Source: an optimization exercise on an open RTL-to-GDS flow (aim: small area). Production flows keep margins and buffers that such runs may drop.
Only simulation tests tie the RTL to the original design; equivalence was not proved.
The clock port is modelled as an ideal driver; clocking choices that lean on that would not hold on a real chip.
Power and IR drop assume default switching activity.

--- flow/flow/run.sh ---
#!/bin/bash
# Own layout flow: the standard ORFS flow (standard.sh) with
#  - synthesis as standard (same script, same register mapping) except for
#    the combinational mapping: no full-adder extraction, and an ABC script
#    built on &deepsyn; it runs with four random seeds and keeps the netlist
#    with the smallest cell area,
#  - minimum-size port buffers,
#  - no timing-driven global placement,
#  - a two-level clock tree built by flow/cts_tree.tcl.
# Each tool's output goes to the logs ORFS writes under orfs/ and syn*/;
# this script's own output goes to run_*.log in the work folder.
set -euo pipefail
W=$PWD
F=$W/flow
sed "s#^source \$::env(SCRIPTS_DIR)/synth_preamble.tcl#&\nset abc_args [list -script \$::env(MY_ABC_SCRIPT) {*}\$lib_args {*}\$lib_dont_use_args -constr \$::env(OBJECTS_DIR)/abc.constr]#" \
    "$FLOW_HOME/scripts/synth.tcl" > "$W/synth_mod.tcl"
sed "s#\$::env(SCRIPTS_DIR)/synth.tcl#$W/synth_mod.tcl#" "$W/synth_recipe.tcl" > "$W/my_synth.tcl"

ARGS=(SYNTH_SCRIPT="$W/my_synth.tcl" ADDER_MAP_FILE= ABC_AREA=1 GPL_TIMING_DRIVEN=0
      BUFFER_PORTS_ARGS="-buffer_cell sky130_fd_sc_hd__buf_1"
      CTS_ARGS="-clk_nets clk -repair_clock_nets -dont_use_dummy_load"
      PRE_CTS_TCL="$F/cts_tree.tcl")

# synthesis with several ABC seeds, in parallel
SEEDS="0 1 2 3"
for s in $SEEDS; do
  sed "s/@SEED@/$s/" "$F/area.abc" > "$W/area_$s.abc"
  bash "$W/standard.sh" "${ARGS[@]}" WORK_HOME="$W/syn$s" MY_ABC_SCRIPT="$W/area_$s.abc" synth \
      > "$W/run_synth_$s.log" 2>&1 &
done
wait
best=""
best_area=""
for s in $SEEDS; do
  rpt="$W/syn$s/reports/sky130hd/kmb/base/synth_stat.txt"
  [[ -f "$rpt" ]] || continue
  a=$(awk '/Chip area/ {print $NF}' "$rpt")
  echo "seed $s: area $a" >> "$W/run_select.log"
  if [[ -z "$best" ]] || awk -v a="$a" -v b="$best_area" 'BEGIN {exit !(a < b)}'; then
    best=$s
    best_area=$a
  fi
done
echo "selected seed $best ($best_area)" >> "$W/run_select.log"
rm -rf "$W/orfs"
cp -a "$W/syn$best" "$W/orfs"
bash "$W/standard.sh" "${ARGS[@]}" MY_ABC_SCRIPT="$W/area_$best.abc" finish > "$W/run_flow.log" 2>&1
--- flow/config.mk ---
export PLATFORM = sky130hd
export DESIGN_NAME = kmb
export DESIGN_NICKNAME = kmb
export VERILOG_FILES = /design/flow/design.v
export SDC_FILE = /design/flow/constraint.sdc
export NUM_CORES = 4
export LEC_CHECK = 0
export CAP_MARGIN = 20
export CORE_MARGIN = 2
export CORE_UTILIZATION = 40
export SLEW_MARGIN = 20
--- flow/standard.sh ---
#!/bin/bash
# synth_recipe.tcl (not shown) runs the flow's synth.tcl, then flattens the netlist and writes it again
# the make line also repeats each setting of config.mk as NAME=value (left out here)
make -C /OpenROAD-flow-scripts/flow DESIGN_CONFIG=/design/flow/config.mk WORK_HOME=/design/flow/orfs CLKGATE_MAP_FILE= SYNTH_SCRIPT=/design/flow/synth_recipe.tcl "${@:-finish}"
--- flow/constraint.sdc ---
create_clock -name core_clock -period 10.0 [get_ports {clk}]
set_input_delay 2.0000 -clock core_clock [delete_from_list [all_inputs] [get_ports {clk}]]
set_output_delay 2.0000 -clock core_clock [all_outputs]
set_load 0.01 [all_outputs]
--- flow/flow/cts_tree.tcl ---
# Two-level clock tree built here instead of by TritonCTS: the register
# clock pins are split into K groups by k-means on their positions; each
# group is driven by one leaf buffer at its centre, and one root buffer at
# the centre of the leaves drives the leaf buffers from the clock port.
set K 5
set leaf_master [[ord::get_db] findMaster sky130_fd_sc_hd__clkbuf_8]
set root_master [[ord::get_db] findMaster sky130_fd_sc_hd__clkbuf_4]
set block [ord::get_db_block]
set clknet [$block findNet clk]
set pts {}
foreach it [$clknet getITerms] {
  set bb [[$it getInst] getBBox]
  lappend pts [list $it [expr {([$bb xMin] + [$bb xMax]) / 2.0}] [expr {([$bb yMin] + [$bb yMax]) / 2.0}]]
}
set n [llength $pts]
set pts [lsort -real -index 1 $pts]
# initial centres: spread along x
set cx {}
set cy {}
for {set k 0} {$k < $K} {incr k} {
  set p [lindex $pts [expr {int(($k + 0.5) * $n / $K)}]]
  lappend cx [lindex $p 1]
  lappend cy [lindex $p 2]
}
for {set iter 0} {$iter < 30} {incr iter} {
  set asg {}
  foreach p $pts {
    set best 0
    set bd 1e30
    for {set k 0} {$k < $K} {incr k} {
      set d [expr {abs([lindex $p 1] - [lindex $cx $k]) + abs([lindex $p 2] - [lindex $cy $k])}]
      if {$d < $bd} { set bd $d; set best $k }
    }
    lappend asg $best
  }
  set sx [lrepeat $K 0.0]; set sy [lrepeat $K 0.0]; set sc [lrepeat $K 0]
  foreach p $pts a $asg {
    lset sx $a [expr {[lindex $sx $a] + [lindex $p 1]}]
    lset sy $a [expr {[lindex $sy $a] + [lindex $p 2]}]
    lset sc $a [expr {[lindex $sc $a] + 1}]
  }
  for {set k 0} {$k < $K} {incr k} {
    if {[lindex $sc $k] > 0} {
      lset cx $k [expr {[lindex $sx $k] / [lindex $sc $k]}]
      lset cy $k [expr {[lindex $sy $k] / [lindex $sc $k]}]
    }
  }
}
set root [odb::dbInst_create $block $root_master clkbuf_root]
set rnet [odb::dbNet_create $block clknet_root]
$rnet setSigType CLOCK
set rx 0.0; set ry 0.0; set used 0
for {set k 0} {$k < $K} {incr k} {
  if {[lindex $sc $k] == 0} continue
  set b [odb::dbInst_create $block $leaf_master clkbuf_leaf_$k]
  set net [odb::dbNet_create $block clknet_leaf_$k]
  $net setSigType CLOCK
  foreach p $pts a $asg {
    if {$a == $k} {
      set it [lindex $p 0]
      $it disconnect
      $it connect $net
    }
  }
  [$b findITerm A] connect $rnet
  [$b findITerm X] connect $net
  $b setLocation [expr {int([lindex $cx $k])}] [expr {int([lindex $cy $k])}]
  $b setPlacementStatus PLACED
  set rx [expr {$rx + [lindex $cx $k]}]
  set ry [expr {$ry + [lindex $cy $k]}]
  incr used
  puts "clock tree: leaf $k drives [lindex $sc $k] registers"
}
[$root findITerm A] connect $clknet
[$root findITerm X] connect $rnet
$root setLocation [expr {int($rx / $used)}] [expr {int($ry / $used)}]
$root setPlacementStatus PLACED
puts "clock tree: root drives $used leaf buffers, $n registers in all"
--- flow/design.v ---
module kmb (
    input  wire        clk,
    input  wire        rst,         
    input  wire [12:0] key_in,
    input  wire        btn_in,
    input  wire        tick_ms,
    input  wire        tx_ready,
    output wire        tx_valid,
    output wire [7:0]  tx_data,
    output wire        tx_last,
    output wire        led,
    output wire        overlay,
    output reg         res_valid,
    output reg  [2:0]  res_kind,
    output reg  [3:0]  res_line,
    output reg  [1:0]  res_slot
);
    localparam [4:0] S_IDLE  = 5'd0;
    localparam [4:0] S_SCAN  = 5'd1;
    localparam [4:0] S_TXN0  = 5'd2;    
    localparam [4:0] S_TXN1  = 5'd3;    
    localparam [4:0] S_TXN2  = 5'd4;    
    localparam [4:0] S_WSET  = 5'd5;    
    localparam [4:0] S_FLASH = 5'd16;
    localparam [4:0] S_WON   = 5'd17;   
    localparam [4:0] S_FGAP  = 5'd18;
    localparam [4:0] S_WOFF  = 5'd19;   
    localparam [4:0] S_TOP   = 5'd20;
    localparam [4:0] S_CH    = 5'd21;
    localparam [4:0] S_TXC0  = 5'd22;   
    localparam [4:0] S_TXC1  = 5'd23;   
    localparam [4:0] S_CHW   = 5'd24;
    localparam [4:0] S_WCH   = 5'd25;   
    localparam [4:0] S_OCTDN = 5'd26;
    localparam [4:0] S_WDN   = 5'd27;   
    localparam [4:0] S_OCTUP = 5'd28;
    localparam [4:0] S_WUP   = 5'd29;   
    localparam [2:0] K_CLAIM    = 3'd0;
    localparam [2:0] K_FREE     = 3'd2;
    localparam [2:0] K_OVERFLOW = 3'd3;
    localparam [2:0] K_SPURIOUS = 3'd4;
    reg [4:0]  st;
    reg [12:0] cur;        
    reg [12:0] ack;        
    reg [3:0]  octave;
    reg [1:0]  preset;
    reg [3:0]  slot_k0, slot_k1, slot_k2, slot_k3;    
    reg [8:0]  cnt;        
    reg [2:0]  aux;        
    wire [12:0] pend = ack ^ cur;
    reg [3:0] line;
    integer i;
    always @(*) begin
        line = 4'd0;
        for (i = 12; i >= 0; i = i - 1)
            if (pend[i]) line = i[3:0];
    end
    wire any_pend = |pend;
    wire pressed  = cur[line];
    wire [3:0] hit;
    assign hit[0] = (slot_k0 == line);
    assign hit[1] = (slot_k1 == line);
    assign hit[2] = (slot_k2 == line);
    assign hit[3] = (slot_k3 == line);
    wire [3:0] free = {&slot_k3, &slot_k2, &slot_k1, &slot_k0};
    wire [1:0] hit_slot  = hit[0]  ? 2'd0 : hit[1]  ? 2'd1 : hit[2]  ? 2'd2 : 2'd3;
    wire [1:0] free_slot = free[0] ? 2'd0 : free[1] ? 2'd1 : free[2] ? 2'd2 : 2'd3;
    wire       arb_ok   = pressed ? (free != 4'd0) : (hit != 4'd0);
    wire [1:0] arb_slot = !arb_ok ? 2'd0 : pressed ? free_slot : hit_slot;
    wire [2:0] arb_kind = pressed ? (arb_ok ? K_CLAIM : K_OVERFLOW)
                                  : (arb_ok ? K_FREE  : K_SPURIOUS);
    wire in_wait = (st == S_WSET) || (st == S_WON) || (st == S_WOFF) ||
                   (st == S_WCH) || (st == S_WDN) || (st == S_WUP);
    wire done_150 = cnt[7] & cnt[4] & cnt[2] & cnt[1];
    wire done_100 = cnt[6] & cnt[5] & cnt[2];
    wire done_400 = cnt[8] & cnt[7] & cnt[4];
    wire done_50  = cnt[5] & cnt[4] & cnt[1];
    wire [7:0] note = {4'd0, res_line} + {4'd0, octave} * 8'd12;
    reg  [7:0] byte_o;
    reg        last_o;
    always @(*) begin
        byte_o = 8'h00;
        last_o = 1'b0;
        case (st)
            S_TXN0: byte_o = {3'b100, res_kind == K_CLAIM, 2'b00, res_slot};
            S_TXN1: byte_o = note;
            S_TXN2: begin byte_o = 8'h64; last_o = 1'b1; end
            S_TXC0: byte_o = {6'b101100, aux[1:0]};
            S_TXC1: begin byte_o = {6'd0, preset}; last_o = 1'b1; end
            default: ;
        endcase
    end
    assign tx_valid = (st == S_TXN0) || (st == S_TXN1) || (st == S_TXN2) ||
                      (st == S_TXC0) || (st == S_TXC1);
    assign tx_data  = byte_o;
    assign tx_last  = last_o;
    assign led      = (st == S_WON) || (st == S_FGAP);
    assign overlay  = st[4];
    wire       slot_wr = (st == S_SCAN) && any_pend && arb_ok;
    wire [3:0] slot_d  = (rst || !pressed) ? 4'hF : line;
    always @(posedge clk) begin
        if (rst || (slot_wr && arb_slot == 2'd0)) slot_k0 <= slot_d;
        if (rst || (slot_wr && arb_slot == 2'd1)) slot_k1 <= slot_d;
        if (rst || (slot_wr && arb_slot == 2'd2)) slot_k2 <= slot_d;
        if (rst || (slot_wr && arb_slot == 2'd3)) slot_k3 <= slot_d;
    end
    always @(posedge clk) begin
        cnt <= in_wait ? cnt + {8'd0, tick_ms} : 9'd0;
        if (rst) begin
            st        <= S_IDLE;
            ack       <= 13'd0;
            octave    <= 4'd5;
            preset    <= 2'd0;
            res_valid <= 1'b0;
            res_kind  <= 3'd0;
            res_line  <= 4'd0;
            res_slot  <= 2'd0;
        end else begin
            res_valid <= 1'b0;
            case (st)
                S_IDLE: begin
                    if (btn_in) begin
                        aux <= 3'd0;
                        st  <= S_FLASH;
                    end else begin
                        cur <= key_in;
                        st  <= S_SCAN;
                    end
                end
                S_SCAN: begin
                    if (!any_pend) begin
                        st <= S_IDLE;
                    end else begin
                        ack[line] <= pressed;
                        res_valid <= 1'b1;
                        res_kind  <= arb_kind;
                        res_line  <= line;
                        res_slot  <= arb_slot;
                        if (arb_ok) st <= S_TXN0;
                    end
                end
                S_TXN0: if (tx_ready) st <= S_TXN1;
                S_TXN1: if (tx_ready) st <= S_TXN2;
                S_TXN2: if (tx_ready) st <= S_SCAN;
                S_WSET: if (done_50) st <= S_IDLE;
                S_FLASH: begin
                    if (aux[1:0] == preset) st <= S_TOP;
                    else                    st <= S_WON;
                end
                S_WON:  if (done_150) st <= S_FGAP;
                S_FGAP: begin
                    aux <= aux + 3'd1;
                    st  <= S_WOFF;
                end
                S_WOFF: if (done_150) st <= S_FLASH;
                S_TOP: begin
                    if (btn_in) begin
                        aux <= 3'd0;
                        st  <= S_CH;
                    end else begin
                        preset <= preset + 2'd1;
                        st     <= S_WSET;
                    end
                end
                S_CH: begin
                    if (aux[2])                st  <= S_OCTDN;
                    else if (key_in[aux[1:0]]) st  <= S_TXC0;
                    else                       aux <= aux + 3'd1;
                end
                S_TXC0: if (tx_ready) st <= S_TXC1;
                S_TXC1: if (tx_ready) st <= S_CHW;
                S_CHW: begin
                    aux <= aux + 3'd1;
                    st  <= S_WCH;
                end
                S_WCH: if (done_100) st <= S_CH;
                S_OCTDN: begin
                    if (key_in[11]) begin
                        if (octave != 4'd0) octave <= octave - 4'd1;
                        st <= S_WDN;
                    end else begin
                        st <= S_OCTUP;
                    end
                end
                S_WDN: if (done_400) st <= S_OCTUP;
                S_OCTUP: begin
                    if (key_in[12]) begin
                        if (octave < 4'd9) octave <= octave + 4'd1;
                        st <= S_WUP;
                    end else begin
                        st <= S_TOP;
                    end
                end
                S_WUP: if (done_400) st <= S_TOP;
                default: st <= S_IDLE;
            endcase
        end
    end
endmodule
--- flow/flow/area.abc ---
strash
&get -n
&deepsyn -J 50 -T 150 -S @SEED@
&dch -f
&nf -R 1000 -p -F 10 -A 10
&put
strash
&get -n
&dch -f
&nf -R 1000 -p -F 10 -A 10
&put
==> reports/results.tsv, run 1 <==
metric	value	unit
die height	101	µm
critical-path cell list	xnor2_1 -> nand2_1 -> o21ai_0 -> nand2_1 -> a21oi_1 -> nor2b_1 -> a221o_1 -> a221oi_1 -> a211o_1 -> o21a_1 -> o21ai_0 -> nand2_1 -> nor3_1 -> nand2_1 -> a221oi_1	
HPWL after detailed placement	6680	µm
area of the mapped netlist	3800	µm²
DRC violations left	0	
Synth top area share	25.3	%
most frequent cell after synthesis	nor2_1	
global-route wire length before repair	14600	µm
post-route ant nets	0	
fin util	45.5	%
fmax	0.210	GHz
Crit Path Max Fanout	11	
CP Launch Type	flip-flop	
core area	9240	µm²
RePlAce Congestion	0.897	
fin cells	585	
setup violators final	0	
CP top delay family	compound AO/OA/AOI/OAI gates	
cell accounting for the most synthesized area	edfxtp_1	
post-CTS sizing	0	
RSZ-0062 raised after global routing	false	
Crit Path Category	reg -> reg	
combinational power share	38.0	%
worst min path class	reg -> reg	
layout cell share with drive strength beyond 1	2.63	%
hold bufs inserted after CTS	0	
synth unique cells	46	
initial DRC count	295	
IR drop worst, VDD	0.0741	mV
Synth Register Bits	75	
Psw	0.374	mW
status	complete, no violations	
largest net degree at the start of global routing	39	
initial antenna violation count	0	
CP max stage delay	0.84	ns
total negative slack	0	ns
Crit. End Element	flip-flop	
diodes inserted	0	
PD cells	223	nW/µm²
wirelength, routed	9090	µm
Clock Skew	0.0144	ns
total number of vias	3265	
placed cell count	579	
max-slew violations	0	
Sw Ratio	39.8	%
internal power	0.565	mW
hold slack	0.464	ns
CP Buf/Inv Count	0	
worst path required time	10.29	ns
IO Count	40	
Vias/cell	5.58	
drt first pass iters	5	
Synth Net Count	428	
# fillers	925	
fraction of registers with async set/reset	0	%
Post-synth EDFFs	32	
crit path DAT	5.05	ns
overall routing resource usage	17.3	%
Worst path most repeated cell	nand2_1	
Final Hold Fails	0	
multi-input logic area	1960	µm²
Gate Count Post-Synth	410	
sequential fraction of the synthesis area	48.0	%
Die W	101	µm
worst-margin pin slew	1.05	ns
PortBufs	39	
Commonest cells post-synth	nor2_1 (50), nand2_1 (46), dfxtp_1 (43), edfxtp_1 (32), a21oi_1 (30)	
WL/cell	15.5	µm
Yosys warnings	1	
Flop pwr share	47.0	%
clock latency on the worst-skew pair	0.40	ns
FF+latch area	1820	µm²
fin crit period	4.76	ns
P_leak	1.40	nW
final setup margin	5.24	ns
leading post-synthesis cells by cell area	edfxtp_1 (25%), dfxtp_1 (23%), nor2_1 (4.9%)	
vias in the first global route	2923	
GRT overflow	0	
Initial Util	41.1	%
Final period util	47.6	%
top_reg_cell synth	dfxtp_1	
clock-pin slew on the worst setup and hold paths	0.10	ns
synthesis-to-finish area growth	10.7	%
Mapped Avg Cell Area	9.26	µm²
Slew HR	30.3	%
Max Cap Violations	0	
total setup buffers inserted after CTS	0	
nets@finish	476	
crit path max-delay cell type	a21oi_1	
Die Area	10300	µm²
clock share of power	15.0	%
number of cell rows	35	
Post-Place Worst Slack	5.13	ns
worst paths after layout:
kind | startpoint | to | slack (ns) | depth (start not counted)
max | cur[8]$_DFFE_PP_ | st[3]$_SDFFE_PP0P_ | 5.24 | 15
min | res_kind[0]$_SDFFE_PP0P_ | res_kind[0]$_SDFFE_PP0P_ | 0.46 | 2
max reg2reg | cur[8]$_DFFE_PP_ | st[3]$_SDFFE_PP0P_ | 5.24 | 15
min reg2reg | res_kind[0]$_SDFFE_PP0P_ | res_kind[0]$_SDFFE_PP0P_ | 0.46 | 2
sequential cells by signal, indices dropped and copies added (netlist names):
register / count
aux: 3
res_line: 4
ack: 13
slot_k1: 4
res_slot: 2
st: 5
slot_k0: 4
cur: 13
res_valid: 1
slot_k2: 4
cnt: 9
slot_k3: 4
res_kind: 3
preset: 2
octave: 4
per-stage QoR:
| step | power (mW) | cell area (µm²) |
|---|---|---|
| final | 0.938 | 4200 |
| after CTS | 0.905 | 4200 |
| after detailed placement | 0.800 | 4120 |
| after global placement | 0.794 | 4110 |
| after global routing | 1.01 | 4200 |
| after floorplan | 0.692 | 3800 |
kinds of logic (layout without fill, tap and decap cells):
kind of cell	Yosys count	after routing	share of synthesized area [%]
flops	75	75	48.0
mux	4	4	1.38
xor+xnor	39	39	9.00
compound gates	100	100	17.4
simple gates	185	185	23.6
buf+inv	7	53	0.692
layer usage:
layer  up-vias  share of wire (%)  global-route usage [%]
li1       1618                  -                       -
met1      1552                 49                    26.7
met2        81                 45                    26.8
met3        14                4.4                    1.38
met4         0                1.9                    3.22
met5         -                  0                       0
power by group through the flow:
stage	clock network, mW	logic [mW]	registers, mW
after floorplan	0	0.255	0.436
after global placement	0	0.347	0.447
after detailed placement	0	0.352	0.448
after CTS	0.102	0.354	0.448
after global routing	0.156	0.400	0.449
final	0.141	0.356	0.442
layout make-up:
| cell class | instances | share of cell area, % |
|---|---|---|
| multi-input combinational | 328 | 46.7 |
| sequential | 75 | 43.3 |
| tap | 129 | 3.84 |
| timing repair buffer | 40 | 3.69 |
| buffer | 6 | 1.82 |
| inverter | 7 | 0.625 |
worst reg2reg max path, stage by stage (launching register included):
cell and delay [ns]:
edfxtp_1 0.46, xnor2_1 0.28, nand2_1 0.11, o21ai_0 0.15
nand2_1 0.10, a21oi_1 0.84, nor2b_1 0.58, a221o_1 0.25
a221oi_1 0.05, a211o_1 0.30, o21a_1 0.24, o21ai_0 0.39
nand2_1 0.13, nor3_1 0.23, nand2_1 0.19, a221oi_1 0.36
cells in the final DEF (no fill, tap or decap), drive strengths merged, types with 6 or more instances in the layout:
cell type	synthesis	routed
nor2b	9	9
edfxtp	32	32
nor3	21	21
nor2	50	50
a31oi	6	6
o21ai	16	16
clkinv	7	7
nand4	8	8
xnor2	19	19
and3	8	8
nand3	9	9
dfxtp	43	43
o21bai	6	6
nand2b	8	8
clkbuf	0	6
a21oi	30	30
xor2	20	20
nand2	46	46
buf	0	40
==> run 2, diff against run 1 <==
--- a/flow/flow/run.sh
+++ b/flow/flow/run.sh
@@ -17,5 +17,5 @@
 sed "s#\$::env(SCRIPTS_DIR)/synth.tcl#$W/synth_mod.tcl#" "$W/synth_recipe.tcl" > "$W/my_synth.tcl"
 
-ARGS=(SYNTH_SCRIPT="$W/my_synth.tcl" ADDER_MAP_FILE= ABC_AREA=1 GPL_TIMING_DRIVEN=0
+ARGS=(SYNTH_SCRIPT="$W/my_synth.tcl" CAP_MARGIN=0 SLEW_MARGIN=0 ADDER_MAP_FILE= ABC_AREA=1 GPL_TIMING_DRIVEN=0
       BUFFER_PORTS_ARGS="-buffer_cell sky130_fd_sc_hd__buf_1"
       CTS_ARGS="-clk_nets clk -repair_clock_nets -dont_use_dummy_load"
==> flow/flow/area.abc (replaced) <==
strash
&get -n
&deepsyn -T 30 -S @SEED@
&dch -f
&nf -R 1000 -p -F 10 -A 10
&put
strash
&get -n
&dch -f
&nf -R 1000 -p -F 10 -A 10
&put
==> run 2 against run 1 <==
Critical path depth decreased by 1. Sequential power is essentially flat. Sequential cell count unchanged. Combinational power fell by 2%. Clock power about the same. Maximum frequency decreased by 3.3%. Highest routed layer unchanged. Wire length decreased by 0.89%. Synthesized cell count is the same. Global-route usage down 0.22 points. Still clean. Worst hold slack improved by 0.0012 ns. Largest cell class unchanged. Final cell count fell by 0.17%. Via count shrank 1.9%.
==> reports/results.tsv, run 2 <==
metric	value	unit
clock latency on the worst-skew pair	0.41	ns
IR drop worst, VDD	0.109	mV
Post-synth EDFFs	32	
worst min path class	reg -> reg	
area of the mapped netlist	3800	µm²
vias in the first global route	2980	
# fillers	945	
RePlAce Congestion	0.897	
global-route wire length before repair	14400	µm
Gate Count Post-Synth	410	
number of cell rows	35	
largest registers	ack (13), cur (13), cnt (9)	
most frequent cell after synthesis	nor2_1	
sequential fraction of the synthesis area	48.0	%
Clock Skew	0.0181	ns
Synth Net Count	428	
worst-margin pin slew	1.22	ns
WL/cell	15.4	µm
largest net degree at the start of global routing	39	
worst path required time	10.31	ns
initial DRC count	321	
max-slew violations	0	
Max Cap Violations	0	
core area	9240	µm²
post-route ant nets	0	
layer carrying the most global-route usage	met2	
fmax	0.203	GHz
Post-Synth Simple-Gate Area	23.6	%
setup violators final	0	
Power, Total	0.929	mW
GRT overflow	0	
P_leak	1.39	nW
post-synthesis adder-cell area fraction	0	%
most common cell after layout, fill and taps aside	nor2_1	
PD cells	222	nW/µm²
M3 GR Usage	1.86	%
Slew HR	18.3	%
total number of vias	3202	
Crit. End Element	flip-flop	
Synth Register Bits	75	
Synth Area in XOR/XNOR	9.00	%
total setup buffers inserted after CTS	0	
Mapped Avg Cell Area	9.26	µm²
RSZ-0062 raised after global routing	false	
top_reg_cell synth	dfxtp_1	
Crit Path Category	reg -> reg	
fin crit period	4.93	ns
Die Area	10300	µm²
Yosys warnings	1	
cell accounting for the most synthesized area	edfxtp_1	
drt first pass iters	4	
layout cell share with drive strength beyond 1	1.76	%
Synth top area share	25.3	%
total negative slack	0	ns
GR met1 Demand/Resource	25.3	%
Synth Area in Compound Gates	17.4	%
synth unique cells	46	
PortBufs	39	
initial antenna violation count	0	
CP Launch Type	flip-flop	
Die W	101	µm
largest family of logic cells by synthesized area	simple AND/OR/NAND/NOR gates	
DRC violations left	0	
crit path DAT	5.24	ns
IO Count	40	
Commonest cells post-synth	nor2_1 (50), nand2_1 (46), dfxtp_1 (43), edfxtp_1 (32), a21oi_1 (30)	
Post-Place Worst Slack	5.15	ns
hold bufs inserted after CTS	0	
nets@finish	475	
Crit Path Max Fanout	11	
diodes inserted	0	
fraction of registers with async set/reset	0	%
status	complete, no violations	
Final period util	49.3	%
synthesis-to-finish area growth	10.1	%
final setup margin	5.07	ns
mux share of post-synthesis cell area	1.38	%
M2 GR Usage	27.6	%
die height	101	µm
overall routing resource usage	17.1	%
leading post-synthesis cells by cell area	edfxtp_1 (25%), dfxtp_1 (23%), nor2_1 (4.9%)	
wirelength, routed	9000	µm
Vias/cell	5.48	
Final Hold Fails	0	
post-CTS sizing	0	
most frequent cells in the layout	nor2_1 (50), nand2_1 (46), dfxtp_1 (43)	
Initial Util	41.1	%
HPWL after detailed placement	6650	µm
clock-pin slew on the worst setup and hold paths	0.10	ns
## run 2: cell counts after synthesis
Identical to the previous run, type by type.
## run 2: report_power, final
group | internal, mW | switching, mW | total [mW]
Sequential | 0.384 | 0.0561 | 0.441
Clock | 0.0496 | 0.0893 | 0.139
Combinational | 0.128 | 0.222 | 0.350
## run 2: final cells by class
cell class                      count  area (µm²)  share of cell area, %
Buffer                              6        76.3                   1.82
Timing Repair Buffer               39         148                   3.53
Multi-Input combinational cell    328        1950                   46.6
Inverter                            7        26.3                  0.628
Tap cell                          129         161                   3.86
Sequential cell                    75        1820                   43.6
## run 2: worst paths after layout
check                           startpoint                  endpoint  slack, ns  depth (start not counted)
setup / recovery          cur[0]$_DFFE_PP_        st[3]$_SDFFE_PP0P_       5.07                         14
hold / removal    res_kind[0]$_SDFFE_PP0P_  res_kind[0]$_SDFFE_PP0P_       0.47                          2
setup reg to reg          cur[0]$_DFFE_PP_        st[3]$_SDFFE_PP0P_       5.07                         14
hold reg to reg   res_kind[0]$_SDFFE_PP0P_  res_kind[0]$_SDFFE_PP0P_       0.47                          2
## run 2: stage by stage
| step | hold WS [ns] | util, % | instances | instance area, µm² |
|---|---|---|---|---|
| finish | 0.466 | 45.3 | 584 | 4180 |
| floorplan | 0.463 | - | 410 | 3800 |
| detailed placement | 0.453 | 44.4 | 578 | 4110 |
| global route | 0.498 | 45.3 | 584 | 4180 |
| global placement | 0.448 | 44.4 | 578 | 4110 |
| CTS | 0.455 | 45.3 | 584 | 4180 |
## run 2: worst max-delay path: stages (launching register included)
cell and delay, ns:
edfxtp_1 0.46, xnor2_1 0.35, nand3_1 0.20, nand3b_1 0.23, nor2_1 0.60, clkinv_1 0.35
nor3_1 1.00, nand2b_1 0.39, a21boi_0 0.27, o21ai_0 0.22, nand2_1 0.14, nor3_1 0.06
nand2_1 0.16, nor2_1 0.08, a221oi_1 0.29
## run 2: cells by family (layout without fill, tap and decap cells)
| logic type | count (synthesis) | after routing |
|---|---|---|
| AOI/OAI and AO/OA | 100 | 100 |
| xor gates and xnor gates | 39 | 39 |
| buffers and inverters | 7 | 52 |
| DFF | 75 | 75 |
| muxes | 4 | 4 |
| and+or+nand+nor | 185 | 185 |
## run 2: routing by layer
layer / share of wire (%) / up-vias
li1: - / 1606
met2: 45 / 82
met5: 0 / -
met4: 1.5 / 0
met3: 5.4 / 12
met1: 48 / 1502
==> run 3, diff against run 2 <==
--- a/flow/design.v
+++ b/flow/design.v
@@ -97,12 +97,4 @@
     assign led      = (st == S_WON) || (st == S_FGAP);
     assign overlay  = st[4];
-    wire       slot_wr = (st == S_SCAN) && any_pend && arb_ok;
-    wire [3:0] slot_d  = (rst || !pressed) ? 4'hF : line;
-    always @(posedge clk) begin
-        if (rst || (slot_wr && arb_slot == 2'd0)) slot_k0 <= slot_d;
-        if (rst || (slot_wr && arb_slot == 2'd1)) slot_k1 <= slot_d;
-        if (rst || (slot_wr && arb_slot == 2'd2)) slot_k2 <= slot_d;
-        if (rst || (slot_wr && arb_slot == 2'd3)) slot_k3 <= slot_d;
-    end
     always @(posedge clk) begin
         cnt <= in_wait ? cnt + {8'd0, tick_ms} : 9'd0;
@@ -112,4 +104,8 @@
             octave    <= 4'd5;
             preset    <= 2'd0;
+            slot_k0   <= 4'hF;
+            slot_k1   <= 4'hF;
+            slot_k2   <= 4'hF;
+            slot_k3   <= 4'hF;
             res_valid <= 1'b0;
             res_kind  <= 3'd0;
@@ -137,5 +133,13 @@
                         res_line  <= line;
                         res_slot  <= arb_slot;
-                        if (arb_ok) st <= S_TXN0;
+                        if (arb_ok) begin
+                            case (arb_slot)
+                                2'd0: slot_k0 <= pressed ? line : 4'hF;
+                                2'd1: slot_k1 <= pressed ? line : 4'hF;
+                                2'd2: slot_k2 <= pressed ? line : 4'hF;
+                                default: slot_k3 <= pressed ? line : 4'hF;
+                            endcase
+                            st <= S_TXN0;
+                        end
                     end
                 end
--- a/flow/flow/run.sh
+++ b/flow/flow/run.sh
@@ -17,5 +17,5 @@
 sed "s#\$::env(SCRIPTS_DIR)/synth.tcl#$W/synth_mod.tcl#" "$W/synth_recipe.tcl" > "$W/my_synth.tcl"
 
-ARGS=(SYNTH_SCRIPT="$W/my_synth.tcl" CAP_MARGIN=0 SLEW_MARGIN=0 ADDER_MAP_FILE= ABC_AREA=1 GPL_TIMING_DRIVEN=0
+ARGS=(SYNTH_SCRIPT="$W/my_synth.tcl" ADDER_MAP_FILE= ABC_AREA=1 GPL_TIMING_DRIVEN=0
       BUFFER_PORTS_ARGS="-buffer_cell sky130_fd_sc_hd__buf_1"
       CTS_ARGS="-clk_nets clk -repair_clock_nets -dont_use_dummy_load"
==> flow/flow/area.abc (replaced) <==
strash
&get -n
&deepsyn -J 50 -T 150 -S @SEED@
&dch -f
&nf -R 1000 -p -F 10 -A 10
&put
strash
&get -n
&dch -f
&nf -R 1000 -p -F 10 -A 10
&put
==> run 3 against run 2 <==
Critical endpoint is now slot_k0[2]$_SDFFE_PP1P_. Still clean on timing, DRC and antenna. Maximum frequency shrank 12%. Wire length grew 5.2%. Sequential share of layout area is 3.3 points lower. Worst hold slack better by 0.023 ns. Die area is 0.83% lower. Synthesized cell count grew 8.3%. Clock skew increased by 0.025 ns. Utilization down 0.36 points. Register-to-register slack lost 0.66 ns.
==> reports/results.tsv, run 3 <==
metric	value	unit
Placed Area	4050	µm²
clock-pin slew on the worst setup and hold paths	0.12	ns
Die Area	10200	µm²
Vias/cell	5.65	
Synth Register Bits	75	
Crit Path Category	reg -> reg	
Final Hold Fails	0	
total negative slack	0	ns
Worst Reg-to-Reg Cells	24	
setup violators final	0	
worst path required time	10.34	ns
CP top delay family	compound AO/OA/AOI/OAI gates	
largest net degree at the start of global routing	35	
Final period util	55.9	%
crit path max-delay cell type	a21oi_1	
diodes inserted	0	
total number of vias	3389	
CP Launch Type	flip-flop	
FF+latch area	1660	µm²
DRC violations left	0	
CP Buf/Inv Count	1	
overall routing resource usage	18.8	%
Power, Total	0.830	mW
fin crit period	5.59	ns
hold slack	0.489	ns
worst min path class	reg -> reg	
Reg2Reg Launch Point	cur[10]$_DFFE_PP_	
CP max stage delay	0.58	ns
final non-filler cell area	4130	µm²
area of the mapped netlist	3760	µm²
post-CTS sizing	0	
fraction of registers with async set/reset	0	%
Die W	101	µm
Crit Path Max Fanout	8	
WL/cell	15.8	µm
initial antenna violation count	0	
crit path DAT	5.93	ns
multi-input logic area	2060	µm²
Slew HR	42.8	%
Worst path most repeated cell	nand2_1	
Clock Skew	0.0429	ns
PortBufs	39	
die height	101	µm
layout cell share with drive strength beyond 1	1.84	%
vias in the first global route	3282	
Synth top area share	31.4	%
largest registers	ack (13), cur (13), cnt (9)	
status	complete, no violations	
Synth Net Count	462	
hold depth	1	
most frequent cells in the layout	dfxtp_1 (59), nor2_1 (54), a21oi_1 (53)	
PD cells	201	nW/µm²
IO Count	40	
number of cell rows	35	
most frequent cell after synthesis	dfxtp_1	
synthesis-to-finish area growth	9.70	%
worst r2r dst	slot_k0[2]$_SDFFE_PP1P_	
WP depth	24	
GRT overflow	0	
Initial Util	40.9	%
Worst Hold Path EP	cnt[3]$_SDFF_PN0_	
RSZ-0062 raised after global routing	false	
wirelength, routed	9470	µm
IR drop worst, VDD	0.119	mV
P_leak	1.42	nW
drt first pass iters	4	
Hold Startpoint	cnt[3]$_SDFF_PN0_	
fmax	0.179	GHz
top_reg_cell synth	dfxtp_1	
HPWL after detailed placement	7110	µm
RePlAce Congestion	0.847	
Mapped Avg Cell Area	8.48	µm²
core area	9200	µm²
post-route ant nets	0	
synth unique cells	45	
most common cell after layout, fill and taps aside	dfxtp_1	
hold bufs inserted after CTS	0	
leading post-synthesis cells by cell area	dfxtp_1 (31%), edfxtp_1 (13%), a21oi_1 (7.0%)	
Crit. End Element	flip-flop	
critical-path cell list	xnor2_1 -> a21oi_1 -> o21ai_0 -> nand2_1 -> nand2_1 -> a21o_1 -> nand2_1 -> a21oi_1 -> clkinv_1 -> a21oi_1 -> a221oi_1 -> a211o_1 -> o21a_1 -> a41o_1 -> a41o_1 -> a41oi_1 -> nand2_1 -> and2_0 -> nand2_1 -> and2_0 -> nor2b_1 -> or2_0 -> nor2_1 -> a21oi_1	
sequential fraction of the synthesis area	44.1	%
Max Cap Violations	0	
total setup buffers inserted after CTS	0	
nets@finish	509	
Gate Count Post-Synth	444	
cell accounting for the most synthesized area	dfxtp_1	
worst-margin pin slew	0.849	ns
max-slew violations	0	
beginning of the critical path	cur[10]$_DFFE_PP_	
initial DRC count	150	
# fillers	941	
global-route wire length before repair	15800	µm
Worst R2R Setup Slack	4.41	ns
clock latency on the worst-skew pair	0.42	ns
Yosys warnings	1	
Commonest cells post-synth	dfxtp_1 (59), nor2_1 (55), a21oi_1 (53), nand2_1 (43), o21ai_0 (30)	
Post-synth EDFFs	16	
==> run 3: cell types whose count changed in the layout (fill, tap and decap cells not counted), sizes merged, moves of 5 or more <==
cell	change
edfxtp	-16
nor2	+5
or2	+6
a21oi	+23
clkinv	+6
o21ai	+14
dfxtp	+16
xor2	-5
nand4	-5
==> run 3: worst max-delay path by stage <==
stage                                         end
final                     slot_k0[2]$_SDFFE_PP1P_
after CTS                      st[0]$_SDFFE_PP0P_
after global routing      slot_k0[2]$_SDFFE_PP1P_
after floorplan           slot_k0[0]$_SDFFE_PP1P_
after global placement    slot_k0[3]$_SDFFE_PP1P_
after detailed placement       st[0]$_SDFFE_PP0P_
==> run 3: cell families (layout without fill, tap and decap cells) <==
group / Yosys count / in the layout / synth area share (%)
AND/OR/NAND/NOR: 180 / 180 / 22.6
AO/OA/AOI/OAI: 141 / 141 / 23.5
flip-flops: 75 / 75 / 44.1
XOR/XNOR: 34 / 34 / 7.91
buffers and inverters: 13 / 58 / 1.30
multiplexers: 1 / 1 / 0.598
==> run 3: power by group <==
group	internal, mW	leakage [nW]	switching [mW]	total [mW]
sequential	0.348	0.625	0.0458	0.394
combinational	0.101	0.750	0.195	0.296
clock	0.0497	0.0406	0.0908	0.140
==> run 3: cell type report <==
| class | count | share of cell area [%] |
|---|---|---|
| Inverter | 13 | 1.18 |
| Multi-Input combinational cell | 356 | 49.8 |
| Buffer | 6 | 1.85 |
| Timing Repair Buffer | 39 | 3.57 |
| Tap cell | 111 | 3.36 |
| Sequential cell | 75 | 40.2 |
==> run 3: routing by layer <==
layer | share of wire (%) | track usage (%) | vias up
met5 | 0 | 0 | -
met4 | 1.3 | 3.95 | 0
met3 | 4.7 | 2.36 | 8
met2 | 48 | 33.1 | 76
met1 | 46 | 24.8 | 1584
li1 | - | - | 1721
==> run 3: worst reg2reg max path, delay by kind of cell, from the launching register on <==
kind | cells | cell delay [ns]
flops | 1 | 0.43
simple gates | 10 | 1.48
buf+inv | 1 | 0.37
compound gates | 12 | 3.01
xor+xnor | 1 | 0.21
==> run 3: metrics by stage <==
| stage | setup WS (ns) | utilization (%) | cells |
|---|---|---|---|
| after floorplan | 5.68 | - | 444 |
| after global placement | 4.58 | 44.0 | 594 |
| after detailed placement | 4.46 | 44.1 | 594 |
| after CTS | 4.43 | 44.9 | 600 |
| after global routing | 3.85 | 44.9 | 600 |
| final | 4.41 | 44.9 | 600 |
==> run 4, diff against run 3 <==
--- a/flow/design.v
+++ b/flow/design.v
@@ -116,11 +116,8 @@
             case (st)
                 S_IDLE: begin
-                    if (btn_in) begin
-                        aux <= 3'd0;
-                        st  <= S_FLASH;
-                    end else begin
-                        cur <= key_in;
-                        st  <= S_SCAN;
-                    end
+                    cur <= key_in;
+                    aux <= 3'd0;
+                    if (btn_in) st <= S_FLASH;
+                    else        st <= S_SCAN;
                 end
                 S_SCAN: begin
@@ -159,6 +156,6 @@
                 S_WOFF: if (done_150) st <= S_FLASH;
                 S_TOP: begin
+                    aux <= 3'd0;
                     if (btn_in) begin
-                        aux <= 3'd0;
                         st  <= S_CH;
                     end else begin
==> run 4 against run 3 <==
Via count grew 0.47%. Largest cell class unchanged. Critical path depth shrank 3. Critical path type unchanged. Clock skew shrank 0.016 ns. Largest power group unchanged. Cell area grew 0.12%. Synthesized cell count shrank 2.3%. Die area is essentially flat. Setup slack gained 0.38 ns. Still clean on timing, DRC and antenna. Sequential share of layout area is essentially flat.
==> reports/results.tsv, run 4 <==
metric	value	unit
status	complete, no violations	
Die Area	10200	µm²
Gate Count Post-Synth	434	
Slew HR	27.8	%
largest net degree at the start of global routing	21	
combinational power share	39.0	%
Final period util	52.1	%
DRC violations left	0	
setup violators final	0	
Mapped Avg Cell Area	8.67	µm²
largest registers	ack (13), cur (13), cnt (9)	
clock share of power	15.6	%
GRT overflow	0	
worst-margin pin slew	1.08	ns
drt first pass iters	5	
overall routing resource usage	18.2	%
Die W	101	µm
Clock Skew	0.0266	ns
IR drop worst, VDD	0.0950	mV
Vias/cell	5.76	
CP Launch Type	flip-flop	
Synth top area share	31.4	%
hold bufs inserted after CTS	0	
most frequent cell after synthesis	dfxtp_1	
Sw Ratio	40.3	%
crit path DAT	5.54	ns
fin crit period	5.21	ns
Max Cap Violations	0	
max-slew violations	0	
core area	9200	µm²
cell accounting for the most synthesized area	dfxtp_1	
Power, Total	0.904	mW
nets@finish	500	
initial antenna violation count	0	
fin cells	591	
Final Hold Fails	0	
diodes inserted	0	
post-CTS sizing	0	
worst min path class	reg -> reg	
global-route wire length before repair	15400	µm
Yosys warnings	1	
Post-synth EDFFs	16	
PD cells	219	nW/µm²
most frequent cells in the layout	dfxtp_1 (59), nor2_1 (57), a21oi_1 (45)	
RSZ-0062 raised after global routing	false	
synth unique cells	42	
RePlAce Congestion	0.890	
Synth Register Bits	75	
fraction of registers with async set/reset	0	%
placed cell count	585	
worst path required time	10.33	ns
total negative slack	0	ns
clock-pin slew on the worst setup and hold paths	0.11	ns
top_reg_cell synth	dfxtp_1	
Flop pwr share	45.4	%
total number of vias	3405	
leading post-synthesis cells by cell area	dfxtp_1 (31%), edfxtp_1 (13%), xnor2_1 (7.0%)	
Crit Path Category	reg -> reg	
most common cell after layout, fill and taps aside	dfxtp_1	
internal power	0.540	mW
Commonest cells post-synth	dfxtp_1 (59), nor2_1 (57), a21oi_1 (45), nand2_1 (33), xnor2_1 (30)	
WL/cell	15.9	µm
area of the mapped netlist	3760	µm²
initial DRC count	193	
IO Count	40	
die height	101	µm
P_leak	1.48	nW
HPWL after detailed placement	7080	µm
post-route ant nets	0	
Synth Net Count	452	
Psw	0.364	mW
number of cell rows	35	
layout cell share with drive strength beyond 1	1.88	%
fmax	0.192	GHz
sequential fraction of the synthesis area	44.2	%
vias in the first global route	3144	
clock latency on the worst-skew pair	0.41	ns
Initial Util	40.9	%
PortBufs	39	
synthesis-to-finish area growth	9.95	%
Crit. End Element	flip-flop	
Worst R2R Setup Slack	4.79	ns
wirelength, routed	9410	µm
total setup buffers inserted after CTS	0	
Crit Path Max Fanout	8	
## run 4: cell count changes after synthesis, sizes merged, moves of 4 or more
cell    delta
a211oi     -4
a21oi      -8
clkinv     -5
nand2b     +6
nand2     -10
or2        -5
xor2       -5
o21ai      -5
nand4      +5
or3        +6
a22o       +6
xnor2     +11
## run 4: power groups by stage
stage                     clock network (mW)  logic (mW)  registers, mW
after floorplan                            0       0.255          0.404
after global placement                     0       0.343          0.417
after detailed placement                   0       0.349          0.417
after CTS                              0.102       0.351          0.417
after global routing                   0.156       0.394          0.418
final                                  0.141       0.353          0.411
## run 4: layout make-up
cell class,instances,area [µm²]
timing repair buffer,40,154
fill,934,5060
multi-input combinational,351,2070
inverter,8,30.0
buffer,6,76.3
sequential,75,1660
tap,111,139
## run 4: kinds of logic after synthesis
logic type	Yosys count	share of synthesized area, %
buffers and inverters	8	0.798
multiplexers	1	0.599
AO/OA/AOI/OAI	124	20.9
flip-flops	75	44.2
XOR/XNOR	40	9.31
AND/OR/NAND/NOR	186	24.2
## run 4: path summary, 6_finish.rpt
kind                                          startpoint                        to  depth (start not counted)
worst max-delay path                   cur[10]$_DFFE_PP_   slot_k1[2]$_SDFFE_PP1P_                         21
worst min register to register  res_kind[0]$_SDFFE_PP0P_  res_kind[0]$_SDFFE_PP0P_                          2
worst max register to register         cur[10]$_DFFE_PP_   slot_k1[2]$_SDFFE_PP1P_                         21
worst min-delay path            res_kind[0]$_SDFFE_PP0P_  res_kind[0]$_SDFFE_PP0P_                          2
## run 4: per-layer routing
| metal | share of wire [%] | wire (µm) | up-vias | GRT usage (%) |
|---|---|---|---|---|
| met5 | 0 | 0 | - | 0 |
| met4 | 1.7 | 158 | 0 | 3.53 |
| met3 | 4.3 | 405 | 12 | 1.80 |
| met2 | 50 | 4670 | 72 | 33.0 |
| met1 | 44 | 4170 | 1630 | 23.7 |
| li1 | - | - | 1691 | - |
## run 4: metrics by stage
| step | utilization [%] | cell area, µm² | hold WS [ns] | setup slack (ns) |
|---|---|---|---|---|
| floorplan | - | 3760 | 0.454 | 5.80 |
| global route | 45.0 | 4140 | 0.520 | 4.27 |
| detailed placement | 44.1 | 4060 | 0.465 | 4.87 |
| CTS | 45.0 | 4140 | 0.465 | 4.85 |
| finish | 45.0 | 4140 | 0.476 | 4.79 |
| global placement | 44.0 | 4050 | 0.456 | 4.89 |
## run 4: worst max-delay path: stages (launching register included)
cell and delay, ns:
edfxtp_1 0.43, xor2_1 0.18, nand2b_1 0.14, a21oi_1 0.18, nor2_1 0.06, nor2_1 0.09
nor2_1 0.05, o21ai_0 0.15, nand2_1 0.11, a21oi_1 0.72, nor2b_1 0.51, a22oi_1 0.17
a211o_1 0.35, o21a_1 0.20, a41o_1 0.24, a21oi_1 0.13, a31oi_1 0.09, or3_1 0.45
nor3_1 0.49, nand2b_1 0.24, nor2_1 0.07, a21oi_1 0.11
==> run 5, diff against run 4 <==
--- a/flow/flow/cts_tree.tcl
+++ b/flow/flow/cts_tree.tcl
@@ -1,4 +1,4 @@
 # Two-level clock tree built here instead of by TritonCTS: the register
-# clock pins are split into K groups by k-means on their positions; each
+# clock pins are split into K groups of equal size by k-means on their positions; each
 # group is driven by one leaf buffer at its centre, and one root buffer at
 # the centre of the leaves drives the leaf buffers from the clock port.
@@ -23,14 +23,24 @@
   lappend cy [lindex $p 2]
 }
+# k-means with at most ceil(n / K) registers per group: each pass assigns
+# the (register, group) pairs in order of distance, skipping full groups
+set cap [expr {($n + $K - 1) / $K}]
 for {set iter 0} {$iter < 30} {incr iter} {
-  set asg {}
-  foreach p $pts {
-    set best 0
-    set bd 1e30
+  set pairs {}
+  for {set i 0} {$i < $n} {incr i} {
+    set p [lindex $pts $i]
     for {set k 0} {$k < $K} {incr k} {
       set d [expr {abs([lindex $p 1] - [lindex $cx $k]) + abs([lindex $p 2] - [lindex $cy $k])}]
-      if {$d < $bd} { set bd $d; set best $k }
+      lappend pairs [list $d $i $k]
     }
-    lappend asg $best
+  }
+  set pairs [lsort -real -index 0 $pairs]
+  set asg [lrepeat $n -1]
+  set fill [lrepeat $K 0]
+  foreach pr $pairs {
+    lassign $pr d i k
+    if {[lindex $asg $i] >= 0 || [lindex $fill $k] >= $cap} continue
+    lset asg $i $k
+    lset fill $k [expr {[lindex $fill $k] + 1}]
   }
   set sx [lrepeat $K 0.0]; set sy [lrepeat $K 0.0]; set sc [lrepeat $K 0]
==> run 5 against run 4 <==
Still clean on timing, DRC and antenna. Clock skew is 0.015 ns lower. Combinational power hardly changed. Power increased by 0.31%. Wire length shrank 0.20%. Sequential cell count unchanged.
==> reports/results.tsv, run 5 <==
metric	value	unit
status	complete, no violations	
critical-path cell list	xor2_1 -> nand2b_1 -> a21oi_1 -> nor2_1 -> nor2_1 -> nor2_1 -> o21ai_0 -> nand2_1 -> a21oi_1 -> nor2b_1 -> a22oi_1 -> a211o_1 -> o21a_1 -> a41o_1 -> a21oi_1 -> a31oi_1 -> or3_1 -> nor3_1 -> nand2b_1 -> nor2_1 -> a21oi_1	
top_reg_cell synth	dfxtp_1	
cell accounting for the most synthesized area	dfxtp_1	
synthesis-to-finish area growth	9.95	%
PortBufs	39	
number of cell rows	35	
Power, Total	0.907	mW
final setup margin	4.81	ns
DRC violations left	0	
vias in the first global route	3157	
Die W	101	µm
die height	101	µm
most frequent cell after synthesis	dfxtp_1	
crit path max-delay cell type	a21oi_1	
Post-Synth Simple-Gate Area	24.2	%
Mapped Avg Cell Area	8.67	µm²
clock latency on the worst-skew pair	0.41	ns
post-synthesis adder-cell area fraction	0	%
Synth Area in Compound Gates	20.9	%
crit path DAT	5.53	ns
largest registers	ack (13), cur (13), cnt (9)	
global-route wire length before repair	15500	µm
Post-Place Worst Slack	4.87	ns
CP max stage delay	0.70	ns
Reg2Reg Launch Point	cur[10]$_DFFE_PP_	
fraction of registers with async set/reset	0	%
Initial Util	40.9	%
Clock Skew	0.0111	ns
hold depth	2	
Yosys warnings	1	
fmax	0.193	GHz
diodes inserted	0	
# fillers	932	
post-route ant nets	0	
Slew HR	32.5	%
P_leak	1.48	nW
CP top delay family	compound AO/OA/AOI/OAI gates	
total setup buffers inserted after CTS	0	
Crit Path Max Fanout	8	
CP Buf/Inv Count	0	
PD cells	219	nW/µm²
hold bufs inserted after CTS	0	
Final Hold Fails	0	
IO Count	40	
RSZ-0062 raised after global routing	false	
leading post-synthesis cells by cell area	dfxtp_1 (31%), edfxtp_1 (13%), xnor2_1 (7.0%)	
Crit. End Element	flip-flop	
drt first pass iters	4	
Commonest cells post-synth	dfxtp_1 (59), nor2_1 (57), a21oi_1 (45), nand2_1 (33), xnor2_1 (30)	
Placed Area	4060	µm²
worst path required time	10.34	ns
overall routing resource usage	18.3	%
Synth Net Count	452	
IR drop worst, VDD	0.0936	mV
setup violators final	0	
CP Launch Type	flip-flop	
Vias/cell	5.68	
Worst Hold Path EP	res_kind[0]$_SDFFE_PP0P_	
largest family of logic cells by synthesized area	simple AND/OR/NAND/NOR gates	
Synth top area share	31.4	%
sequential fraction of the synthesis area	44.2	%
Worst Reg-to-Reg Cells	21	
most common cell after layout, fill and taps aside	dfxtp_1	
Max Cap Violations	0	
Worst R2R Setup Slack	4.81	ns
mux share of post-synthesis cell area	0.599	%
worst min path class	reg -> reg	
synth unique cells	42	
post-CTS sizing	0	
layout cell share with drive strength beyond 1	1.88	%
Gate Count Post-Synth	434	
area of the mapped netlist	3760	µm²
Die Area	10200	µm²
Crit Path Category	reg -> reg	
clock-pin slew on the worst setup and hold paths	0.09	ns
Synth Register Bits	75	
beginning of the critical path	cur[10]$_DFFE_PP_	
fin cells	591	
worst-margin pin slew	1.01	ns
placed cell count	585	
Hold Startpoint	res_kind[0]$_SDFFE_PP0P_	
total negative slack	0	ns
Synth Area in XOR/XNOR	9.31	%
most frequent cells in the layout	dfxtp_1 (59), nor2_1 (57), a21oi_1 (45)	
fin crit period	5.19	ns
initial antenna violation count	0	
total number of vias	3356	
initial DRC count	178	
WL/cell	15.9	µm
nets@finish	500	
Post-synth EDFFs	16	
final non-filler cell area	4140	µm²
max-slew violations	0	
HPWL after detailed placement	7080	µm
RePlAce Congestion	0.890	
Final period util	51.9	%
GRT overflow	0	
worst r2r dst	slot_k1[2]$_SDFFE_PP1P_	
wirelength, routed	9390	µm
core area	9200	µm²
largest net degree at the start of global routing	21	
-- run 5: cell counts after synthesis --
No cell type changed its count.
-- run 5: how the worst max path moves through the flow --
stage / to / slack (ns) / cells after the start
floorplan: slot_k1[0]$_SDFFE_PP1P_ / 5.80 / 21
global placement: slot_k1[0]$_SDFFE_PP1P_ / 4.89 / 21
detailed placement: slot_k1[2]$_SDFFE_PP1P_ / 4.87 / 21
CTS: slot_k1[2]$_SDFFE_PP1P_ / 4.85 / 21
global route: slot_k1[2]$_SDFFE_PP1P_ / 4.27 / 21
finish: slot_k1[2]$_SDFFE_PP1P_ / 4.81 / 21
-- run 5: metal layers --
layer	vias up	GRT usage (%)	share of wire (%)
li1	1695	-	-
met1	1602	23.9	45
met2	47	33.2	50
met3	12	1.80	3.4
met4	0	3.43	1.5
met5	-	0	0
-- run 5: logic make-up (layout without fill, tap and decap cells) --
logic type      count (synthesis)  count (layout)
simple gates                  186             186
buf+inv                         8              54
compound gates                124             124
flops                          75              75
mux                             1               1
xor+xnor                       40              40
-- run 5: final cells by class --
type / instances / area, µm² / area share (%)
sequential: 75 / 1660 / 40.2
inverter: 8 / 30.0 / 0.726
timing repair buffer: 40 / 154 / 3.72
multi-input combinational: 351 / 2070 / 50.2
tap: 111 / 139 / 3.36
buffer: 6 / 76.3 / 1.85
-- run 5: worst min-delay path, stage by stage (launching register included) --
cell and delay (ns):
dfxtp_1 0.33, nand2_1 0.06, nand2_1 0.04
-- run 5: metrics by stage --
stage,util (%),hold WS [ns]
floorplan,-,0.454
finish,45.0,0.471
detailed placement,44.1,0.465
CTS,45.0,0.465
global route,45.0,0.518
global placement,44.0,0.456
-- run 5: report_power, final --
group / internal (mW) / switching, mW
Clock: 0.0498 / 0.0934
Combinational: 0.132 / 0.221
Sequential: 0.358 / 0.0524
Total: 0.540 / 0.367
==> run 6, diff against run 5 <==
--- a/flow/design.v
+++ b/flow/design.v
@@ -116,8 +116,11 @@
             case (st)
                 S_IDLE: begin
-                    cur <= key_in;
-                    aux <= 3'd0;
-                    if (btn_in) st <= S_FLASH;
-                    else        st <= S_SCAN;
+                    if (btn_in) begin
+                        aux <= 3'd0;
+                        st  <= S_FLASH;
+                    end else begin
+                        cur <= key_in;
+                        st  <= S_SCAN;
+                    end
                 end
                 S_SCAN: begin
@@ -156,6 +159,6 @@
                 S_WOFF: if (done_150) st <= S_FLASH;
                 S_TOP: begin
-                    aux <= 3'd0;
                     if (btn_in) begin
+                        aux <= 3'd0;
                         st  <= S_CH;
                     end else begin
==> run 6 against run 5 <==
Still clean on timing, DRC and antenna. Critical path depth grew 4. Clock power grew 3%. Maximum frequency decreased by 8.7%. Area after synthesis barely moved. Power down 7.7%. Die area hardly changed. Register-to-register slack worse by 0.49 ns. Combinational power down 16%. Utilization down 0.054 points. First-iteration DRC count fell by 4.5%. Setup slack got worse by 0.49 ns. Largest power group unchanged.
==> reports/results.tsv, run 6 <==
metric	value	unit
overall routing resource usage	19.1	%
worst r2r dst	st[0]$_SDFFE_PP0P_	
wirelength, routed	9650	µm
Final period util	56.8	%
# fillers	944	
beginning of the critical path	cur[11]$_DFFE_PP_	
largest registers	ack (13), cur (13), cnt (9)	
Worst Reg-to-Reg Cells	25	
crit path max-delay cell type	a21oi_1	
clock latency on the worst-skew pair	0.41	ns
nets@finish	509	
Die W	101	µm
CP max stage delay	0.61	ns
total negative slack	0	ns
RSZ-0062 raised after global routing	false	
Commonest cells post-synth	dfxtp_1 (59), nor2_1 (55), a21oi_1 (53), nand2_1 (43), o21ai_0 (30)	
largest net degree at the start of global routing	35	
fmax	0.176	GHz
Synth Register Bits	75	
Gate Count Post-Synth	444	
most frequent cells in the layout	dfxtp_1 (59), nor2_1 (54), a21oi_1 (53)	
crit path DAT	6.01	ns
Die Area	10200	µm²
initial antenna violation count	0	
fin crit period	5.68	ns
worst min path class	reg -> reg	
CP Launch Type	flip-flop	
worst path required time	10.33	ns
most frequent cell after synthesis	dfxtp_1	
PD cells	203	nW/µm²
CP Buf/Inv Count	2	
area of the mapped netlist	3760	µm²
final non-filler cell area	4130	µm²
sequential fraction of the synthesis area	44.1	%
most common cell after layout, fill and taps aside	dfxtp_1	
Clock Skew	0.0168	ns
fin cells	600	
Crit. End Element	flip-flop	
post-CTS sizing	0	
layout cell share with drive strength beyond 1	1.84	%
Worst R2R Setup Slack	4.32	ns
initial DRC count	170	
fin util	44.9	%
HPWL after detailed placement	7110	µm
Reg2Reg Launch Point	cur[11]$_DFFE_PP_	
max-slew violations	0	
final setup margin	4.32	ns
drt first pass iters	4	
multi-input logic area	2060	µm²
Final Hold Fails	0	
cell accounting for the most synthesized area	dfxtp_1	
GRT overflow	0	
Vias/cell	5.65	
number of cell rows	35	
IR drop worst, VDD	0.0902	mV
Post-synth EDFFs	16	
DRC violations left	0	
Crit Path Category	reg -> reg	
IO Count	40	
Power, Total	0.837	mW
Slew HR	42.9	%
hold slack	0.491	ns
core area	9200	µm²
hold depth	1	
diodes inserted	0	
Synth top area share	31.4	%
total setup buffers inserted after CTS	0	
Placed Area	4050	µm²
capture point of the worst path	st[0]$_SDFFE_PP0P_	
FF+latch area	1660	µm²
Max Cap Violations	0	
total number of vias	3391	
status	complete, no violations	
global-route wire length before repair	15900	µm
hold bufs inserted after CTS	0	
RePlAce Congestion	0.847	
WP depth	25	
Crit Path Max Fanout	8	
synthesis-to-finish area growth	9.70	%
synth unique cells	45	
P_leak	1.42	nW
setup violators final	0	
top_reg_cell synth	dfxtp_1	
Initial Util	40.9	%
placed cell count	594	
worst-margin pin slew	0.847	ns
fraction of registers with async set/reset	0	%
post-route ant nets	0	
Post-Place Worst Slack	4.46	ns
Mapped Avg Cell Area	8.48	µm²
vias in the first global route	3269	
clock-pin slew on the worst setup and hold paths	0.10	ns
Yosys warnings	1	
leading post-synthesis cells by cell area	dfxtp_1 (31%), edfxtp_1 (13%), a21oi_1 (7.0%)	
PortBufs	39	
CP top delay family	compound AO/OA/AOI/OAI gates	
die height	101	µm
Synth Net Count	462	
WL/cell	16.1	µm
Worst path most repeated cell	nand2_1	
-- run 6: logic make-up (layout without fill, tap and decap cells) --
family	count (synthesis)	count (layout)	synth area share (%)
xor+xnor	34	34	7.91
buf+inv	13	58	1.30
simple gates	180	180	22.6
mux	1	1	0.598
flops	75	75	44.1
compound gates	141	141	23.5
-- run 6: cell type report --
class / instances / area share [%]
multi-input combinational: 356 / 49.8
sequential: 75 / 40.2
timing repair buffer: 39 / 3.57
tap: 111 / 3.36
buffer: 6 / 1.85
inverter: 13 / 1.18
-- run 6: worst reg2reg max path: stages, from the launching register on --
cell,delay [ns]
edfxtp_1,0.46
xor2_1,0.21
a21oi_1,0.09
o21ai_0,0.16
nand2_1,0.08
nand2_1,0.08
a21o_1,0.13
nand2_1,0.07
a21oi_1,0.57
clkinv_1,0.39
a21oi_1,0.61
a221oi_1,0.23
a211o_1,0.33
o21a_1,0.18
a41o_1,0.25
a41o_1,0.24
a41oi_1,0.17
nand2_1,0.12
and2_0,0.18
nand2_1,0.08
and2_0,0.21
nand2_1,0.12
nand4_1,0.11
nor2b_1,0.25
clkinv_1,0.12
o22ai_1,0.19
-- run 6: how the worst min path moves through the flow --
stage | slack, ns | start | to
global placement | 0.46 | ack[8]$_SDFFE_PP0P_ | ack[8]$_SDFFE_PP0P_
global route | 0.51 | ack[8]$_SDFFE_PP0P_ | ack[8]$_SDFFE_PP0P_
floorplan | 0.45 | ack[8]$_SDFFE_PP0P_ | ack[8]$_SDFFE_PP0P_
finish | 0.49 | cnt[3]$_SDFF_PN0_ | cnt[3]$_SDFF_PN0_
CTS | 0.48 | cnt[3]$_SDFF_PN0_ | cnt[3]$_SDFF_PN0_
detailed placement | 0.48 | cnt[3]$_SDFF_PN0_ | cnt[3]$_SDFF_PN0_
-- run 6: where the power goes --
group / leakage [nW] / internal, mW / total, mW / switching (mW)
sequential: 0.625 / 0.348 / 0.394 / 0.0459
clock: 0.0406 / 0.0499 / 0.147 / 0.0969
combinational: 0.750 / 0.101 / 0.296 / 0.195
total: 1.42 / 0.499 / 0.837 / 0.338
-- run 6: layer usage --
metal  vias to the layer above  wire [µm]  GRT usage (%)
met5                         -          0              0
li1                       1722          -              -
met4                         0        165           4.05
met2                        75       4570           33.8
met3                        11        405           1.80
met1                      1583       4510           25.2
==> run 7, diff against run 6 <==
--- a/flow/design.v
+++ b/flow/design.v
@@ -116,11 +116,8 @@
             case (st)
                 S_IDLE: begin
-                    if (btn_in) begin
-                        aux <= 3'd0;
-                        st  <= S_FLASH;
-                    end else begin
-                        cur <= key_in;
-                        st  <= S_SCAN;
-                    end
+                    cur <= key_in;
+                    aux <= 3'd0;
+                    if (btn_in) st <= S_FLASH;
+                    else        st <= S_SCAN;
                 end
                 S_SCAN: begin
@@ -159,6 +156,6 @@
                 S_WOFF: if (done_150) st <= S_FLASH;
                 S_TOP: begin
+                    aux <= 3'd0;
                     if (btn_in) begin
-                        aux <= 3'd0;
                         st  <= S_CH;
                     end else begin
--- a/flow/flow/cts_tree.tcl
+++ b/flow/flow/cts_tree.tcl
@@ -3,7 +3,7 @@
 # group is driven by one leaf buffer at its centre, and one root buffer at
 # the centre of the leaves drives the leaf buffers from the clock port.
-set K 5
-set leaf_master [[ord::get_db] findMaster sky130_fd_sc_hd__clkbuf_8]
-set root_master [[ord::get_db] findMaster sky130_fd_sc_hd__clkbuf_4]
+set K 6
+set leaf_master [[ord::get_db] findMaster sky130_fd_sc_hd__buf_6]
+set root_master [[ord::get_db] findMaster sky130_fd_sc_hd__clkbuf_2]
 set block [ord::get_db_block]
 set clknet [$block findNet clk]
==> run 7 against run 6 <==
Worst hold slack lost 0.020 ns. Cell area is essentially flat. Power grew 8.9%. Critical path depth shrank 4. Maximum frequency grew 9.3%. Still clean on timing, DRC and antenna. Largest cell class unchanged. Critical path type unchanged. Sequential cell count is the same. Final cell count shrank 1.3%.
==> reports/results.tsv, run 7 <==
metric	value	unit
status	complete, no violations	
Slew HR	32.2	%
cell accounting for the most synthesized area	dfxtp_1	
worst min path class	reg -> reg	
number of cell rows	35	
initial DRC count	213	
post-CTS sizing	0	
leading post-synthesis cells by cell area	dfxtp_1 (31%), edfxtp_1 (13%), xnor2_1 (7.0%)	
CP max stage delay	0.72	ns
Synth Area in Compound Gates	20.9	%
Mapped Avg Cell Area	8.67	µm²
Synth top area share	31.4	%
nets@finish	501	
crit path DAT	5.62	ns
vias in the first global route	3155	
Commonest cells post-synth	dfxtp_1 (59), nor2_1 (57), a21oi_1 (45), nand2_1 (33), xnor2_1 (30)	
DRC violations left	0	
HPWL after detailed placement	7080	µm
Post-synth EDFFs	16	
Vias/cell	5.76	
RePlAce Congestion	0.890	
WL/cell	16.0	µm
hold depth	2	
wirelength, routed	9480	µm
drt first pass iters	5	
post-synthesis adder-cell area fraction	0	%
Synth Register Bits	75	
GRT overflow	0	
fraction of registers with async set/reset	0	%
Die W	101	µm
max-slew violations	0	
Worst Reg-to-Reg Cells	21	
PortBufs	39	
Crit. End Element	flip-flop	
area of the mapped netlist	3760	µm²
P_leak	1.48	nW
synthesis-to-finish area growth	9.85	%
fmax	0.192	GHz
die height	101	µm
mux share of post-synthesis cell area	0.599	%
Synth Net Count	452	
largest family of logic cells by synthesized area	simple AND/OR/NAND/NOR gates	
total negative slack	0	ns
worst-margin pin slew	1.02	ns
final non-filler cell area	4130	µm²
Final period util	52.0	%
largest registers	ack (13), cur (13), cnt (9)	
hold slack	0.471	ns
post-route ant nets	0	
largest net degree at the start of global routing	21	
core area	9200	µm²
Gate Count Post-Synth	434	
crit path max-delay cell type	a21oi_1	
Final Hold Fails	0	
RSZ-0062 raised after global routing	false	
diodes inserted	0	
global-route wire length before repair	15700	µm
overall routing resource usage	18.6	%
initial antenna violation count	0	
setup violators final	0	
total number of vias	3410	
Crit Path Max Fanout	8	
Yosys warnings	1	
worst path required time	10.42	ns
CP Launch Type	flip-flop	
most common cell after layout, fill and taps aside	dfxtp_1	
Max Cap Violations	0	
IO Count	40	
critical-path cell list	xor2_1 -> nand2b_1 -> a21oi_1 -> nor2_1 -> nor2_1 -> nor2_1 -> o21ai_0 -> nand2_1 -> a21oi_1 -> nor2b_1 -> a22oi_1 -> a211o_1 -> o21a_1 -> a41o_1 -> a21oi_1 -> a31oi_1 -> or3_1 -> nor3_1 -> nand2b_1 -> nor2_1 -> a21oi_1	
layout cell share with drive strength beyond 1	2.08	%
sequential fraction of the synthesis area	44.2	%
most frequent cell after synthesis	dfxtp_1	
Synth Area in XOR/XNOR	9.31	%
Crit Path Category	reg -> reg	
Initial Util	40.9	%
IR drop worst, VDD	0.0967	mV
clock-pin slew on the worst setup and hold paths	0.10	ns
fin crit period	5.20	ns
clock latency on the worst-skew pair	0.48	ns
most frequent cells in the layout	dfxtp_1 (59), nor2_1 (57), a21oi_1 (45)	
top_reg_cell synth	dfxtp_1	
synth unique cells	42	
PD cells	221	nW/µm²
total setup buffers inserted after CTS	0	
Clock Skew	0.00728	ns
Placed Area	4060	µm²
Die Area	10200	µm²
Post-Synth Simple-Gate Area	24.2	%
hold bufs inserted after CTS	0	
## run 7: cell types whose count changed after synthesis, sizes merged, moves of 6 or more
cell | previous run | this run
or3 | 1 | 7
a22o | 1 | 7
nand2 | 43 | 33
xnor2 | 19 | 30
nand2b | 11 | 17
a21oi | 53 | 45
## run 7: critical path, delay by kind of cell (launching register included)
kind | cells | cell delay [ns]
xor gates and xnor gates | 1 | 0.17
DFF | 1 | 0.43
and+or+nand+nor | 10 | 2.19
AOI/OAI and AO/OA | 10 | 2.35
## run 7: layout make-up
type | count | area [µm²]
sequential | 75 | 1660
fill | 931 | 5060
timing repair buffer | 40 | 154
multi-input combinational | 351 | 2070
tap | 111 | 139
inverter | 8 | 30.0
buffer | 7 | 72.6
## run 7: logic make-up (layout without fill, tap and decap cells)
family / count (synthesis) / count (layout)
AOI/OAI and AO/OA: 124 / 124
xor gates and xnor gates: 40 / 40
buffers and inverters: 8 / 55
DFF: 75 / 75
muxes: 1 / 1
and+or+nand+nor: 186 / 186
## run 7: where the power goes
group          internal, mW  leakage [nW]  switching [mW]
registers             0.358         0.628          0.0527
clock network        0.0481        0.0405          0.0978
logic                 0.132         0.807           0.223
## run 7: final timing paths
kind	start	endpoint	slack (ns)
worst max register to register	cur[10]$_DFFE_PP_	slot_k1[2]$_SDFFE_PP1P_	4.80
worst min register to register	res_kind[0]$_SDFFE_PP0P_	res_kind[0]$_SDFFE_PP0P_	0.47
worst min-delay path	res_kind[0]$_SDFFE_PP0P_	res_kind[0]$_SDFFE_PP0P_	0.47
worst max-delay path	cur[10]$_DFFE_PP_	slot_k1[2]$_SDFFE_PP1P_	4.80
## run 7: stage by stage
stage / std cells / worst slack [ns] / power (mW) / util [%]
finish: 592 / 4.80 / 0.912 / 44.9
global route: 592 / 4.28 / 0.976 / 44.9
CTS: 592 / 4.85 / 0.873 / 44.9
detailed placement: 585 / 4.87 / 0.766 / 44.1
global placement: 584 / 4.89 / 0.761 / 44.0
floorplan: 434 / 5.80 / 0.659 / -
## run 7: routing by layer
| layer | share of wire (%) | up-vias | global-route usage [%] |
|---|---|---|---|
| li1 | - | 1698 | - |
| met1 | 45 | 1630 | 24.4 |
| met2 | 50 | 71 | 33.7 |
| met3 | 3.8 | 11 | 1.53 |
| met4 | 1.1 | 0 | 3.33 |
| met5 | 0 | - | 0 |

[afterwards: timing with drivers on the ports]
No port has a modelled driver above. Below, the same layouts with a new extraction and two added sets of constraints.
Step 1 assumes that a clkbuf_16 drives the clock port and a buf_2 every other input.
Step 2 times the ports against the registers' clock, not the clock port: input delays grow and output delays shrink by t, the midpoint of the rising clock arrivals with the driver on.
Three values: no drivers, after step 1, after step 2; two values: the first two.
| run | t, ns | slack for setup (ns) |
|---|---|---|
| run 1 | 0.423 | 5.237 / 5.237 / 5.237 |
| run 2 | 0.434 | 5.073 / 5.073 / 5.073 |
| run 3 | 0.430 | 4.409 / 4.409 / 4.409 |
| run 4 | 0.424 | 4.788 / 4.788 / 4.788 |
| run 5 | 0.429 | 4.813 / 4.813 / 4.813 |
| run 6 | 0.433 | 4.322 / 4.322 / 4.322 |
| run 7 | 0.506 | 4.803 / 4.803 / 4.803 |
After both steps setup and hold are still met in every run listed.
